Source: an optimization exercise on an open RTL-to-GDS flow (aim: small area, a short achievable clock period and few clock cycles per item). Production flows keep margins and buffers that such runs may drop. Function not checked in this run: the RTL went through the layout flow alone. Power figures rest on the tool's default switching activity, not on a simulated workload.

**flow/standard.sh**
```bash
#!/bin/bash
# synth_recipe.tcl (not shown) runs the flow's synth.tcl, then flattens the netlist and writes it again
# the make line also repeats each setting of config.mk as NAME=value (left out here)
make -C /OpenROAD-flow-scripts/flow DESIGN_CONFIG=/design/flow/config.mk WORK_HOME=/design/flow/orfs CLKGATE_MAP_FILE= SYNTH_SCRIPT=/design/flow/synth_recipe.tcl "${@:-finish}"
```
**flow/design.v**
```verilog
module upb_freq_codec (
    input             clk,
    input             rst,           
    input             in_valid,
    output            in_ready,
    input      [3:0]  in_op,         
    input             in_layout,     
    input      [31:0] in_freq,
    input      [31:0] in_fcint,
    input      [31:0] in_fcfrac,
    input      [15:0] in_dreg0,
    input      [15:0] in_dreg1,
    output            out_valid,
    output     [3:0]  out_fcause,    
    output     [31:0] out_freq,
    output     [7:0]  out_fcint,
    output     [23:0] out_fcfrac,
    output     [15:0] out_dreg0,
    output     [15:0] out_dreg1
);
    localparam [31:0] F_MIN = 32'd775_000_000;
    localparam [31:0] F_MAX = 32'd1_100_000_000;
    reg          busy;       
    reg          rdy;        
    reg          mode;       
    reg  [2:0]   cnt;
    reg  [18:0]  rem;        
    reg  [5:0]   ttn;        
    reg  [31:0]  S;          
    reg          ov;
    reg  [2:0]   fc;
    reg  [31:0]  O;          
    reg  [2:0]   fco;        
    reg          qpend;      
    reg          f31;        
    assign in_ready = rdy;
    assign out_valid = ov;
    assign out_fcause = {1'b0, fco};
    wire hz = (in_op == 4'hB);
    wire rh = (in_op == 4'hC);
    wire st = (in_op == 4'hD);
    wire rs = (in_op == 4'hE);
    wire a_bad = (|in_fcint[31:6]) || (|in_fcfrac[31:19]);
    wire b_bad = (|in_fcint[31:8]) || (|in_fcfrac[31:24]);
    wire r_flt = (rh & a_bad) | (st & (in_layout ? a_bad : b_bad));
    wire ill   = ~(hz | rh | st | rs);
    wire go    = hz | rh;
    wire [1:0] p0_dec = {{1{1'b0}}, 1'b1} << in_fcfrac[0:0];
    wire [18:0] p0;
    assign p0[0] = |(p0_dec & 2'h2);
    assign p0[1] = 1'b0;
    assign p0[2] = 1'b0;
    assign p0[3] = |(p0_dec & 2'h2);
    assign p0[4] = 1'b0;
    assign p0[5] = 1'b0;
    assign p0[6] = |(p0_dec & 2'h2);
    assign p0[7] = 1'b0;
    assign p0[8] = 1'b0;
    assign p0[9] = |(p0_dec & 2'h2);
    assign p0[10] = |(p0_dec & 2'h3);
    assign p0[11] = |(p0_dec & 2'h2);
    assign p0[12] = 1'b0;
    assign p0[13] = 1'b0;
    assign p0[14] = |(p0_dec & 2'h2);
    assign p0[15] = 1'b0;
    assign p0[16] = |(p0_dec & 2'h2);
    assign p0[17] = |(p0_dec & 2'h2);
    assign p0[18] = 1'b0;
    reg  [31:0] S_ld;
    always @(*) begin
        case ({in_op[1:0], in_layout})
            3'b110, 3'b111: S_ld = {in_freq[11], in_freq[10], in_freq[9], in_freq[8], in_freq[7], in_freq[6], in_freq[5], in_freq[4], in_freq[3], in_freq[2], in_freq[1], in_freq[0], 1'b0, 1'b0, 1'b0, 1'b0, 1'b0, 1'b0, 1'b0, 1'b0, 1'b0, 1'b0, 1'b0, 1'b0, 1'b0, 1'b0, 1'b0, 1'b0, 1'b0, 1'b0, 1'b0, 1'b0};
            3'b000, 3'b001: S_ld = {in_fcfrac[4], in_fcfrac[3], in_fcfrac[2], in_fcfrac[1], in_fcfrac[8], in_fcfrac[7], in_fcfrac[6], in_fcfrac[5], in_fcfrac[12], in_fcfrac[11], in_fcfrac[10], in_fcfrac[9], in_fcfrac[16], in_fcfrac[15], in_fcfrac[14], in_fcfrac[13], in_fcint[1], in_fcint[0], in_fcfrac[18], in_fcfrac[17], in_fcint[5], in_fcint[4], in_fcint[3], in_fcint[2], 1'b0, 1'b0, 1'b0, 1'b0, 1'b0, 1'b0, 1'b0, p0[0]};
            3'b010:         S_ld = {in_fcfrac[4], in_fcfrac[3], in_fcfrac[2], in_fcfrac[1], in_fcfrac[8], in_fcfrac[7], in_fcfrac[6], in_fcfrac[5], in_fcfrac[12], in_fcfrac[11], in_fcfrac[10], in_fcfrac[9], in_fcfrac[16], in_fcfrac[15], in_fcfrac[14], in_fcfrac[13], in_fcint[1], in_fcint[0], in_fcfrac[18], in_fcfrac[17], in_fcint[5], in_fcint[4], in_fcint[3], in_fcint[2], in_fcint[7], in_fcint[6], in_fcfrac[23], in_fcfrac[22], in_fcfrac[21], in_fcfrac[20], in_fcfrac[19], in_fcfrac[0]};
            3'b011:         S_ld = {in_fcfrac[13], in_fcfrac[12], in_fcfrac[11], in_fcfrac[10], in_fcfrac[17], in_fcfrac[16], in_fcfrac[15], in_fcfrac[14], in_fcint[2], in_fcint[1], in_fcint[0], in_fcfrac[18], in_fcfrac[0], in_fcint[5], in_fcint[4], in_fcint[3], 1'b1, in_fcfrac[8], in_fcfrac[2], in_fcfrac[1], 1'b0, 1'b0, 1'b0, 1'b0, 1'b0, 1'b0, in_fcfrac[7], in_fcfrac[6], in_fcfrac[5], in_fcfrac[4], in_fcfrac[3], in_fcfrac[9]};
            3'b100:         S_ld = {in_dreg0[15], in_dreg0[14], in_dreg0[7], in_dreg0[6], in_dreg0[5], in_dreg0[4], in_dreg0[3], in_dreg0[13], in_dreg0[12], in_dreg0[11], in_dreg0[10], in_dreg0[9], in_dreg0[8], in_dreg0[2], in_dreg0[1], in_dreg0[0], in_dreg1[15], in_dreg1[14], in_dreg1[13], in_dreg1[12], in_dreg1[11], in_dreg1[10], in_dreg1[9], in_dreg1[8], in_dreg1[7], in_dreg1[6], in_dreg1[5], in_dreg1[4], in_dreg1[3], in_dreg1[2], in_dreg1[1], in_dreg1[0]};
            default:        S_ld = {1'b0, 1'b0, 1'b0, 1'b0, 1'b0, 1'b0, 1'b0, in_dreg1[15], in_dreg1[14], in_dreg1[13], in_dreg1[12], in_dreg1[11], in_dreg1[10], in_dreg1[9], in_dreg1[8], in_dreg1[7], in_dreg1[6], in_dreg1[5], in_dreg1[4], in_dreg1[3], in_dreg1[2], in_dreg1[1], in_dreg1[0], in_dreg0[8], in_dreg0[7], in_dreg0[6], in_dreg0[5], in_dreg0[4], in_dreg0[3], in_dreg0[2], in_dreg0[1], in_dreg0[0]};
        endcase
    end
    wire [18:0] rem_ld = in_op[0] ? in_freq[30:12] : {1'b0, p0[18:1]};
    wire [22:0] T  = {rem, S[31:28]};
    wire [5:0]  tt = T[22:17];
    wire [16:0] tu = T[16:0];
    wire [63:0] tdec;
    assign tdec[0] = &{ttn[0], ttn[1], ttn[2], ttn[3], ttn[4], ttn[5]};
    assign tdec[1] = &{tt[0], ttn[1], ttn[2], ttn[3], ttn[4], ttn[5]};
    assign tdec[2] = &{ttn[0], tt[1], ttn[2], ttn[3], ttn[4], ttn[5]};
    assign tdec[3] = &{tt[0], tt[1], ttn[2], ttn[3], ttn[4], ttn[5]};
    assign tdec[4] = &{ttn[0], ttn[1], tt[2], ttn[3], ttn[4], ttn[5]};
    assign tdec[5] = &{tt[0], ttn[1], tt[2], ttn[3], ttn[4], ttn[5]};
    assign tdec[6] = &{ttn[0], tt[1], tt[2], ttn[3], ttn[4], ttn[5]};
    assign tdec[7] = &{tt[0], tt[1], tt[2], ttn[3], ttn[4], ttn[5]};
    assign tdec[8] = &{ttn[0], ttn[1], ttn[2], tt[3], ttn[4], ttn[5]};
    assign tdec[9] = &{tt[0], ttn[1], ttn[2], tt[3], ttn[4], ttn[5]};
    assign tdec[10] = &{ttn[0], tt[1], ttn[2], tt[3], ttn[4], ttn[5]};
    assign tdec[11] = &{tt[0], tt[1], ttn[2], tt[3], ttn[4], ttn[5]};
    assign tdec[12] = &{ttn[0], ttn[1], tt[2], tt[3], ttn[4], ttn[5]};
    assign tdec[13] = &{tt[0], ttn[1], tt[2], tt[3], ttn[4], ttn[5]};
    assign tdec[14] = &{ttn[0], tt[1], tt[2], tt[3], ttn[4], ttn[5]};
    assign tdec[15] = &{tt[0], tt[1], tt[2], tt[3], ttn[4], ttn[5]};
    assign tdec[16] = &{ttn[0], ttn[1], ttn[2], ttn[3], tt[4], ttn[5]};
    assign tdec[17] = &{tt[0], ttn[1], ttn[2], ttn[3], tt[4], ttn[5]};
    assign tdec[18] = &{ttn[0], tt[1], ttn[2], ttn[3], tt[4], ttn[5]};
    assign tdec[19] = &{tt[0], tt[1], ttn[2], ttn[3], tt[4], ttn[5]};
    assign tdec[20] = &{ttn[0], ttn[1], tt[2], ttn[3], tt[4], ttn[5]};
    assign tdec[21] = &{tt[0], ttn[1], tt[2], ttn[3], tt[4], ttn[5]};
    assign tdec[22] = &{ttn[0], tt[1], tt[2], ttn[3], tt[4], ttn[5]};
    assign tdec[23] = &{tt[0], tt[1], tt[2], ttn[3], tt[4], ttn[5]};
    assign tdec[24] = &{ttn[0], ttn[1], ttn[2], tt[3], tt[4], ttn[5]};
    assign tdec[25] = &{tt[0], ttn[1], ttn[2], tt[3], tt[4], ttn[5]};
    assign tdec[26] = &{ttn[0], tt[1], ttn[2], tt[3], tt[4], ttn[5]};
    assign tdec[27] = &{tt[0], tt[1], ttn[2], tt[3], tt[4], ttn[5]};
    assign tdec[28] = &{ttn[0], ttn[1], tt[2], tt[3], tt[4], ttn[5]};
    assign tdec[29] = &{tt[0], ttn[1], tt[2], tt[3], tt[4], ttn[5]};
    assign tdec[30] = &{ttn[0], tt[1], tt[2], tt[3], tt[4], ttn[5]};
    assign tdec[31] = &{tt[0], tt[1], tt[2], tt[3], tt[4], ttn[5]};
    assign tdec[32] = &{ttn[0], ttn[1], ttn[2], ttn[3], ttn[4], tt[5]};
    assign tdec[33] = &{tt[0], ttn[1], ttn[2], ttn[3], ttn[4], tt[5]};
    assign tdec[34] = &{ttn[0], tt[1], ttn[2], ttn[3], ttn[4], tt[5]};
    assign tdec[35] = &{tt[0], tt[1], ttn[2], ttn[3], ttn[4], tt[5]};
    assign tdec[36] = &{ttn[0], ttn[1], tt[2], ttn[3], ttn[4], tt[5]};
    assign tdec[37] = &{tt[0], ttn[1], tt[2], ttn[3], ttn[4], tt[5]};
    assign tdec[38] = &{ttn[0], tt[1], tt[2], ttn[3], ttn[4], tt[5]};
    assign tdec[39] = &{tt[0], tt[1], tt[2], ttn[3], ttn[4], tt[5]};
    assign tdec[40] = &{ttn[0], ttn[1], ttn[2], tt[3], ttn[4], tt[5]};
    assign tdec[41] = &{tt[0], ttn[1], ttn[2], tt[3], ttn[4], tt[5]};
    assign tdec[42] = &{ttn[0], tt[1], ttn[2], tt[3], ttn[4], tt[5]};
    assign tdec[43] = &{tt[0], tt[1], ttn[2], tt[3], ttn[4], tt[5]};
    assign tdec[44] = &{ttn[0], ttn[1], tt[2], tt[3], ttn[4], tt[5]};
    assign tdec[45] = &{tt[0], ttn[1], tt[2], tt[3], ttn[4], tt[5]};
    assign tdec[46] = &{ttn[0], tt[1], tt[2], tt[3], ttn[4], tt[5]};
    assign tdec[47] = &{tt[0], tt[1], tt[2], tt[3], ttn[4], tt[5]};
    assign tdec[48] = &{ttn[0], ttn[1], ttn[2], ttn[3], tt[4], tt[5]};
    assign tdec[49] = &{tt[0], ttn[1], ttn[2], ttn[3], tt[4], tt[5]};
    assign tdec[50] = &{ttn[0], tt[1], ttn[2], ttn[3], tt[4], tt[5]};
    assign tdec[51] = &{tt[0], tt[1], ttn[2], ttn[3], tt[4], tt[5]};
    assign tdec[52] = &{ttn[0], ttn[1], tt[2], ttn[3], tt[4], tt[5]};
    assign tdec[53] = &{tt[0], ttn[1], tt[2], ttn[3], tt[4], tt[5]};
    assign tdec[54] = &{ttn[0], tt[1], tt[2], ttn[3], tt[4], tt[5]};
    assign tdec[55] = &{tt[0], tt[1], tt[2], ttn[3], tt[4], tt[5]};
    assign tdec[56] = &{ttn[0], ttn[1], ttn[2], tt[3], tt[4], tt[5]};
    assign tdec[57] = &{tt[0], ttn[1], ttn[2], tt[3], tt[4], tt[5]};
    assign tdec[58] = &{ttn[0], tt[1], ttn[2], tt[3], tt[4], tt[5]};
    assign tdec[59] = &{tt[0], tt[1], ttn[2], tt[3], tt[4], tt[5]};
    assign tdec[60] = &{ttn[0], ttn[1], tt[2], tt[3], tt[4], tt[5]};
    assign tdec[61] = &{tt[0], ttn[1], tt[2], tt[3], tt[4], tt[5]};
    assign tdec[62] = &{ttn[0], tt[1], tt[2], tt[3], tt[4], tt[5]};
    assign tdec[63] = &{tt[0], tt[1], tt[2], tt[3], tt[4], tt[5]};
    wire [63:0] jlo_dec = tdec;
    wire [4:0] jlo;
    assign jlo[0] = |(jlo_dec & 64'h136c9b26c);
    assign jlo[1] = |(jlo_dec & 64'h1c70e3c70);
    assign jlo[2] = |(jlo_dec & 64'h7f03f80);
    assign jlo[3] = |(jlo_dec & 64'h7ffc000);
    assign jlo[4] = |(jlo_dec & 64'h1f8000000);
    wire [63:0] jhi_dec = tdec;
    wire [4:0] jhi;
    assign jhi[0] = |(jhi_dec & 64'hfffffffec9364d93);
    assign jhi[1] = |(jhi_dec & 64'hf1c78e1c);
    assign jhi[2] = |(jhi_dec & 64'h101f80fe0);
    assign jhi[3] = |(jhi_dec & 64'h1fff000);
    assign jhi[4] = |(jhi_dec & 64'h1fe000000);
    wire [63:0] ra_dec = tdec;
    wire [17:0] ra;
    assign ra[0] = |(ra_dec & 64'h136c9b26c);
    assign ra[1] = |(ra_dec & 64'hf1c78e1c);
    assign ra[2] = |(ra_dec & 64'h1f03f81fc);
    assign ra[3] = |(ra_dec & 64'hc6c9cd90);
    assign ra[4] = |(ra_dec & 64'h1ce38438c);
    assign ra[5] = |(ra_dec & 64'h3e07c07c);
    assign ra[6] = |(ra_dec & 64'hc8c98d90);
    assign ra[7] = |(ra_dec & 64'h1c638438c);
    assign ra[8] = |(ra_dec & 64'h3e07c07c);
    assign ra[9] = |(ra_dec & 64'hc8c98d90);
    assign ra[10] = |(ra_dec & 64'h1c638438c);
    assign ra[11] = |(ra_dec & 64'h108ce7210);
    assign ra[12] = |(ra_dec & 64'h139c6318c);
    assign ra[13] = |(ra_dec & 64'h107c1f07c);
    assign ra[14] = |(ra_dec & 64'h1c909bd90);
    assign ra[15] = |(ra_dec & 64'hc738738c);
    assign ra[16] = |(ra_dec & 64'h109ce4210);
    assign ra[17] = |(ra_dec & 64'ha4a5294a);
    wire [63:0] rb_dec = tdec;
    wire [18:0] rb;
    assign rb[0] = |(rb_dec & 64'hfffffffec9364d93);
    assign rb[1] = |(rb_dec & 64'hfffffffe38f1c38f);
    assign rb[2] = |(rb_dec & 64'hfffffffff80fc07f);
    assign rb[3] = |(rb_dec & 64'h13136726c);
    assign rb[4] = |(rb_dec & 64'hfffffffef70e31e3);
    assign rb[5] = |(rb_dec & 64'hfffffffe0f01f01f);
    assign rb[6] = |(rb_dec & 64'h13636426c);
    assign rb[7] = |(rb_dec & 64'hfffffffef10e31e3);
    assign rb[8] = |(rb_dec & 64'hfffffffe0f01f01f);
    assign rb[9] = |(rb_dec & 64'h13636426c);
    assign rb[10] = |(rb_dec & 64'hfffffffef10e31e3);
    assign rb[11] = |(rb_dec & 64'hc637bd8c);
    assign rb[12] = |(rb_dec & 64'hffffffffcef18c63);
    assign rb[13] = |(rb_dec & 64'hffffffffc1f07c1f);
    assign rb[14] = |(rb_dec & 64'hf6c64e6c);
    assign rb[15] = |(rb_dec & 64'hfffffffe31ce3de3);
    assign rb[16] = |(rb_dec & 64'hc6f7b18c);
    assign rb[17] = |(rb_dec & 64'h1adad6b5a);
    assign rb[18] = |(rb_dec & 64'hffffffffffffffff);
    wire [18:0] da = {1'b0, ra} + {2'b0, tu};
    wire [18:0] db = rb + {2'b0, tu};
    wire        bge = ~db[18];
    wire [4:0]  dq  = bge ? jhi : jlo;
    wire [17:0] dr  = bge ? db[17:0] : da[17:0];
    wire [15:0] md_dec = {{15{1'b0}}, 1'b1} << S[31:28];
    wire [21:0] md;
    assign md[0] = |(md_dec & 16'haaaa);
    assign md[1] = |(md_dec & 16'hcccc);
    assign md[2] = |(md_dec & 16'hf0f0);
    assign md[3] = |(md_dec & 16'h55aa);
    assign md[4] = |(md_dec & 16'h66cc);
    assign md[5] = |(md_dec & 16'h78f0);
    assign md[6] = |(md_dec & 16'hd5aa);
    assign md[7] = |(md_dec & 16'h66cc);
    assign md[8] = |(md_dec & 16'h78f0);
    assign md[9] = |(md_dec & 16'hd5aa);
    assign md[10] = |(md_dec & 16'h66cc);
    assign md[11] = |(md_dec & 16'hd25a);
    assign md[12] = |(md_dec & 16'h9b6c);
    assign md[13] = |(md_dec & 16'h1c70);
    assign md[14] = |(md_dec & 16'hb52a);
    assign md[15] = |(md_dec & 16'h264c);
    assign md[16] = |(md_dec & 16'h92da);
    assign md[17] = |(md_dec & 16'h71c6);
    assign md[18] = |(md_dec & 16'h5a94);
    assign md[19] = |(md_dec & 16'h6318);
    assign md[20] = |(md_dec & 16'h83e0);
    assign md[21] = |(md_dec & 16'hfc00);
    wire [21:0] ms = {4'd0, rem[17:0]} + md;
    wire last  = mode ? (cnt == 3'd5) : (cnt == 3'd5);
    wire first = (cnt == 3'd0);
    wire [18:0] rem_st = mode ? {1'b0, dr} : {1'b0, ms[21:4]};
    wire [31:0] fop = {f31, rem, S[31:20]};            
    wire fbad  = (fop < F_MIN) || (fop > F_MAX);
    wire abort = first & (fc[0] | (mode & fbad));
    wire [31:0] S_step = {S[27:1], (first & mode) ? dq[4] : S[0], mode ? dq[3:0] : ms[3:0]};
    wire upd = ~busy | last;               
    wire acc = in_valid & rdy;
    always @(posedge clk) begin
        if (rst) begin
            busy  <= 1'b0;
            rdy   <= 1'b1;
            ov    <= 1'b0;
            qpend <= 1'b0;
        end else begin
            ov    <= (busy & (last | abort)) | qpend;
            qpend <= upd & acc & ~go;
            if (upd) begin
                busy <= acc & go;
                rdy  <= ~(acc & go);
            end else if (abort) begin
                busy <= 1'b0;
                rdy  <= 1'b1;
            end else begin
                rdy  <= mode ? (cnt == 3'd4) : (cnt == 3'd4);
            end
        end
    end
    always @(posedge clk) begin
        O   <= {(qpend ? S[31] : S_step[31]), (qpend ? S[30] : mode ? S_step[30] : rem_st[17]), (qpend ? S[29] : mode ? S_step[29] : rem_st[16]), (qpend ? S[28] : mode ? S_step[28] : rem_st[15]), (qpend ? S[27] : mode ? S_step[27] : rem_st[14]), (qpend ? S[26] : mode ? S_step[26] : rem_st[13]), (qpend ? S[25] : mode ? S_step[25] : rem_st[12]), (qpend ? S[24] : mode ? S_step[24] : rem_st[11]), (qpend ? S[23] : mode ? S_step[23] : rem_st[10]), (qpend ? S[22] : mode ? S_step[22] : rem_st[9]), (qpend ? S[21] : mode ? S_step[21] : rem_st[8]), (qpend ? S[20] : mode ? S_step[20] : rem_st[7]), (qpend ? S[19] : mode ? S_step[19] : rem_st[6]), (qpend ? S[18] : mode ? S_step[18] : rem_st[5]), (qpend ? S[17] : mode ? S_step[17] : rem_st[4]), (qpend ? S[16] : mode ? S_step[16] : rem_st[3]), (qpend ? S[15] : S_step[15]), (qpend ? S[14] : mode ? S_step[14] : rem_st[2]), (qpend ? S[13] : mode ? S_step[13] : rem_st[1]), (qpend ? S[12] : mode ? S_step[12] : rem_st[0]), (qpend ? S[11] : S_step[11]), (qpend ? S[10] : S_step[10]), (qpend ? S[9] : S_step[9]), (qpend ? S[8] : S_step[8]), (qpend ? S[7] : S_step[7]), (qpend ? S[6] : S_step[6]), (qpend ? S[5] : S_step[5]), (qpend ? S[4] : S_step[4]), (qpend ? S[3] : S_step[3]), (qpend ? S[2] : S_step[2]), (qpend ? S[1] : S_step[1]), (qpend ? S[0] : S_step[0])};
        fco <= qpend ? fc : (busy & first & mode & fbad) ? 3'b110 : fc;
        if (upd) begin
            mode <= in_op[0];
            cnt  <= 3'd0;
            fc   <= {r_flt, ill | r_flt, r_flt};
            f31  <= in_freq[31];
            rem  <= rem_ld;
            ttn  <= ~rem_ld[18:13];
            S    <= S_ld;
        end else begin
            cnt <= cnt + 3'd1;
            rem <= rem_st;
            ttn <= ~rem_st[18:13];
            S   <= S_step;
        end
    end
    assign {out_fcint, out_fcfrac} = {O[31], O[30], O[24], O[23], O[22], O[21], O[20], O[19], O[29], O[28], O[27], O[26], O[25], O[18], O[17], O[16], O[15], O[14], O[13], O[12], O[11], O[10], O[9], O[8], O[7], O[6], O[5], O[4], O[3], O[2], O[1], O[0]};
    assign {out_dreg0, out_dreg1}  = {O[7], O[6], O[11], O[10], O[9], O[8], O[15], O[14], O[5], O[4], O[3], O[2], O[1], O[13], O[12], O[19], O[18], O[17], O[16], O[23], O[22], O[21], O[20], O[27], O[26], O[25], O[24], O[31], O[30], O[29], O[28], O[0]};
    assign out_freq = {1'b0, O[30], O[29], O[28], O[27], O[26], O[25], O[24], O[23], O[22], O[21], O[20], O[19], O[18], O[17], O[16], O[14], O[13], O[12], O[3], O[2], O[1], O[0], O[7], O[6], O[5], O[4], O[11], O[10], O[9], O[8], O[15]};
endmodule
```
**flow/flow/margin.txt**
```
7.0
```
**flow/flow/run.sh**
```bash
#!/bin/bash
# Standard ORFS layout (standard.sh), with the port buffers made of the smallest buffer
# and timing repair aiming below the clock period. Each step's output goes to its own log.
set -euo pipefail
export BUFFER_PORTS_ARGS="-buffer_cell sky130_fd_sc_hd__buf_1"
if [[ -f flow/margin.txt ]]; then export SETUP_SLACK_MARGIN=$(cat flow/margin.txt); fi
bash standard.sh synth > synth.log 2>&1
bash standard.sh floorplan > floorplan.log 2>&1
bash standard.sh place > place.log 2>&1
bash standard.sh cts > cts.log 2>&1
bash standard.sh route > route.log 2>&1
bash standard.sh finish > finish.log 2>&1
```
**flow/constraint.sdc**
```tcl
create_clock -name core_clock -period 11.0 [get_ports {clk}]
set_input_delay 2.2000 -clock core_clock [delete_from_list [all_inputs] [get_ports {clk}]]
set_output_delay 2.2000 -clock core_clock [all_outputs]
set_load 0.01 [all_outputs]
```
**flow/config.mk**
```make
export PLATFORM = sky130hd
export DESIGN_NAME = upb_freq_codec
export DESIGN_NICKNAME = upb_freq_codec
export VERILOG_FILES = /design/flow/design.v
export SDC_FILE = /design/flow/constraint.sdc
export NUM_CORES = 4
export LEC_CHECK = 0
export CAP_MARGIN = 20
export CORE_MARGIN = 2
export CORE_UTILIZATION = 55
export SLEW_MARGIN = 20
```
==> flow_summary.rst <==
.. list-table::
   :header-rows: 1

   * - Metric
     - Value
   * - Result of the run
     - no timing/DRC/antenna violations
   * - Highest attainable clock frequency
     - 218.6 MHz
   * - Data required, critical path
     - 11.24 ns
   * - Least-Margin Pin Slew
     - 0.7653 ns
   * - Top_reg_cell synth
     - sky130_fd_sc_hd__dfxtp_1
   * - Worst-case hold slack
     - 0.4472 ns
   * - Dominant cells by area after synthesis
     - sky130_fd_sc_hd__dfxtp_1 20%, sky130_fd_sc_hd__ha_1 7.2%, sky130_fd_sc_hd__a21oi_1 6.0%
   * - Layout-stage area growth over the synthesis result
     - 18.64%
   * - Total Neg Setup Slack
     - 0 ns
   * - Post-detailed-routing wire length
     - 40340 um
   * - Count of pins on the block boundary
     - 238
   * - Number of nets in the final layout
     - 1687
   * - Max Root-Sink Buffers
     - 2
   * - Slowest stage delay, CP
     - 0.54 ns
   * - Final GP Congestion
     - 1.031
   * - Post-layout total power
     - 2.040 mW
   * - Length of the first detailed-routing pass in iterations
     - 6
   * - Yosys top cell area share
     - 0.2032
   * - Post-synth ARST share
     - 0
   * - Final worst slack
     - 6.426 ns
   * - Post-layout utilization of the core
     - 0.6691
   * - Die width
     - 137.2 um
   * - Via count
     - 11630
   * - Clock insertion delay at the later pin of the skew report
     - 0.37 ns
   * - Synthesized cell area
     - 9754 um^2
   * - Crit-path max FO
     - 8
   * - CTS H-Tree Depth
     - 3
   * - Initial DRC Count
     - 1655
   * - Number of buffers inserted by port buffering
     - 235
   * - Global Route Usage Sum
     - 0.4048
   * - Sequential Power Share
     - 0.247
   * - Final cell count without fillers
     - 1723
   * - Root Buffer
     - sky130_fd_sc_hd__clkbuf_16
   * - Post-detail-place hpwl
     - 30010 um
   * - Portion of the post-synthesis area used by sequential elements
     - 0.2155
   * - Core region area
     - 17300 um^2
   * - NetSw
     - 0.9663 mW
   * - Headroom to the max-slew limit
     - 0.4867
   * - Starting utilization of the core area
     - 0.5639
   * - Die outline height
     - 137.2 um
   * - Clk_skew
     - 0.01523 ns
   * - Count of final max-slew check failures
     - 0
   * - Count of flip-flops with a built-in enable after synthesis
     - 4
   * - Cell count after placement
     - 1645
   * - Worst Path Class, Setup
     - reg2reg
   * - Clock period minus final worst setup slack
     - 4.574 ns
   * - CP endpoint kind
     - flip-flop
   * - Antenna violations before repair
     - 1
   * - Area of all placed cells without fillers
     - 11570 um^2
   * - Internal Power
     - 1.073 mW
   * - Fillers
     - 1509
   * - Count of maximum capacitance violations
     - 0
   * - Largest area contributor in the synthesized netlist
     - sky130_fd_sc_hd__dfxtp_1
   * - Worst slack at placement
     - 5.119 ns
   * - Slowest stage cell, crit path
     - sky130_fd_sc_hd__nor3_1
   * - Switching share of power
     - 0.4738
   * - Startpoint type of the worst setup path
     - flip-flop
   * - Global-route wire length before repair
     - 57350 um
   * - Critical path, cell by cell
     - buf_6, buf_4, nand3_1, nor2_1, nor3_1, nand3_1, ha_1, o211ai_1, o211ai_2, a32oi_4, o311ai_4, a2bb2oi_4, buf_12, buf_12, nand4_1, a21oi_2, or3_1
   * - Final number of hold-violating endpoints
     - 0
   * - Clk pin slew, worst setup/hold paths
     - 0.09 ns
   * - Maximum number of pins on one net before global-route repair
     - 79
   * - Leftover overflow at the end of global routing
     - 0
   * - IR drop worst, VDD
     - 0.1153 mV
   * - Per-cell routed wire length
     - 23.41 um
   * - Mapped Cells
     - 1312
   * - Worst Hold Class
     - reg2reg
   * - Number of setup violations in the final report
     - 0
   * - Residual antenna-violating net count after detailed routing
     - 0
   * - Number of hold-repair buffers added at the cts stage
     - 0
   * - Part of the power in the clock network
     - 0.169
   * - Crit path arrival time
     - 4.82 ns
   * - Unrepaired setup endpoints after global routing
     - true
   * - Drt drc
     - 0
   * - Power density of the placed cells
     - 176.2 nW/um^2
   * - Post-DR vias/cell
     - 6.749
   * - Share of cells above drive strength 1
     - 0.1383
   * - LEAKAGE
     - 4.650 nW
   * - DIE AREA
     - 18820 um^2
   * - Cell area reported after detailed placement
     - 10280 um^2
   * - Clock tree from TritonCTS
     - done
   * - Number of storage elements in the synthesis netlist
     - 103
   * - Number of distinct library cells after synthesis
     - 89
   * - Avg Inst Size Synth
     - 7.435 um^2
   * - Fraction of power consumed by combinational cells
     - 0.584
   * - Sink Count
     - 103
   * - Via count of the first global-routing pass
     - 9681
   * - Final Cycle Share
     - 0.4159
   * - Cell Rows
     - 48
   * - Syn. warnings
     - 1
   * - Cts bufs inserted
     - 9
-- registers in the layout, summed over array words and instances, names as in the netlist --
signal,cells
O,32
S,32
rem,19
ttn,6
cnt,3
fco,3
fc,2
busy,1
f31,1
mode,1
ov,1
qpend,1
rdy,1
-- layer usage --
layer / part of all wire / vias to the layer above / track usage
met1: 0.39 / 5340 / 0.5686
met5: 0 / - / 0
li1: - / 5177 / -
met2: 0.43 / 967 / 0.6158
met4: 0.045 / 0 / 0.1483
met3: 0.13 / 144 / 0.07689
-- cells in the final DEF, fill, tap and decap left out, drive strengths merged, types with 14 or more instances in the layout --
| cell | count |
|---|---|
| a211oi | 22 |
| nand4 | 22 |
| nor2 | 132 |
| xor2 | 19 |
| o21ai | 101 |
| nand3 | 45 |
| inv | 27 |
| mux2 | 14 |
| mux2i | 36 |
| nor4 | 24 |
| dfxtp | 99 |
| o21a | 20 |
| o211ai | 15 |
| xnor2 | 30 |
| a31oi | 15 |
| o22ai | 30 |
| a21o | 24 |
| buf | 304 |
| ha | 56 |
| nor3 | 41 |
| a21oi | 116 |
| nand2 | 104 |
| a22oi | 15 |
-- worst max-delay path, delay by kind of cell, from the launching register on --
kind,cells,cell delay (ns)
AO/OA/AOI/OAI,6,1.12
adder cells (fa/ha/maj),1,0.44
buffers and inverters,4,0.59
flip-flops,1,0.41
AND/OR/NAND/NOR,6,1.88
-- cells in the mapped netlist (all sizes together) (10+ instances only) --
master,count
nand3,45
a31oi,15
or2,10
xor2,19
ha,56
o22ai,30
nand4,22
dfxtp,99
a21oi,116
o211ai,15
nand2,104
clkbuf,44
buf,96
o21ai,101
xnor2,30
nor2,132
a221oi,10
mux2i,36
o21a,20
nor4,24
and3,12
o21bai,10
a211oi,22
nor2b,13
a21o,24
mux2,14
a22oi,15
nor3,41
inv,23
-- kinds of logic after synthesis --
family	Yosys count	synth area share
AO/OA/AOI/OAI	446	0.3009
AND/OR/NAND/NOR	438	0.2133
buffers and inverters	164	0.09274
flip-flops	103	0.2155
adder cells (fa/ha/maj)	61	0.08004
multiplexers	50	0.05310
XOR/XNOR	49	0.04400
other	1	0.0003844
-- final cells by class --
| cell class | count | area, um^2 | area share |
|---|---|---|---|
| multi-input combinational | 1047 | 7248 | 0.6263 |
| sequential | 103 | 2132 | 0.1842 |
| timing repair buffer | 307 | 1506 | 0.1302 |
| tap | 225 | 281.5 | 0.02433 |
| clock buffer | 9 | 225.2 | 0.01946 |
| inverter | 24 | 90.09 | 0.007785 |
| clock inverter | 7 | 86.33 | 0.007460 |
| antenna | 1 | 2.502 | 0.0002162 |
-- what timing repair did --
| item | CTS | global route |
|---|---|---|
| setup endpoints to repair | 49 | 39 |
| gates cloned | 2 | 0 |
| setup buffers | 35 | 24 |
| pin swaps | 32 | 29 |
| resized for setup | 63 | 59 |
-- worst paths after layout --
kind | start | endpoint | slack [ns] | depth (start not counted)
max | ttn[0] | ttn[2] | 6.43 | 17
min | fc[1] | fco[1] | 0.45 | 1
max reg2reg | ttn[0] | ttn[2] | 6.43 | 17
min reg2reg | fc[1] | fco[1] | 0.45 | 1
-- power by group through the flow --
stage | clock [mW] | sequential (mW) | combinational, mW
floorplan | 0 | 0.493 | 0.745
global placement | 0 | 0.508 | 0.950
detailed placement | 0 | 0.510 | 0.956
CTS | 0.341 | 0.500 | 1.06
global route | 0.356 | 0.510 | 1.26
finish | 0.345 | 0.504 | 1.19

-- what the ideal ports hide --
The results above use ideal ports. As a check the final layout listed here was re-extracted and re-timed, cells and wires unchanged. Step 1: set_driving_cell puts a clkbuf_16 on clk and a buf_2 on each other input, an assumption about the parent block. Step 2 times the ports against the registers' clock, not the clock port: input delays grow and output delays shrink by t, the midpoint of the rising clock arrivals with the driver on. Slacks: ideal ports / drivers / drivers and shift; pairs: ideal ports / drivers.
t, ns: 0.408
slack for setup (ns): 6.426 / 6.426 / 6.426
worst data-port slew with drivers (ns): 0.11
After both steps this run still meets setup and hold. The setup slack of this run moves by 0.000 ns with the drivers and by 0.000 ns with both steps.
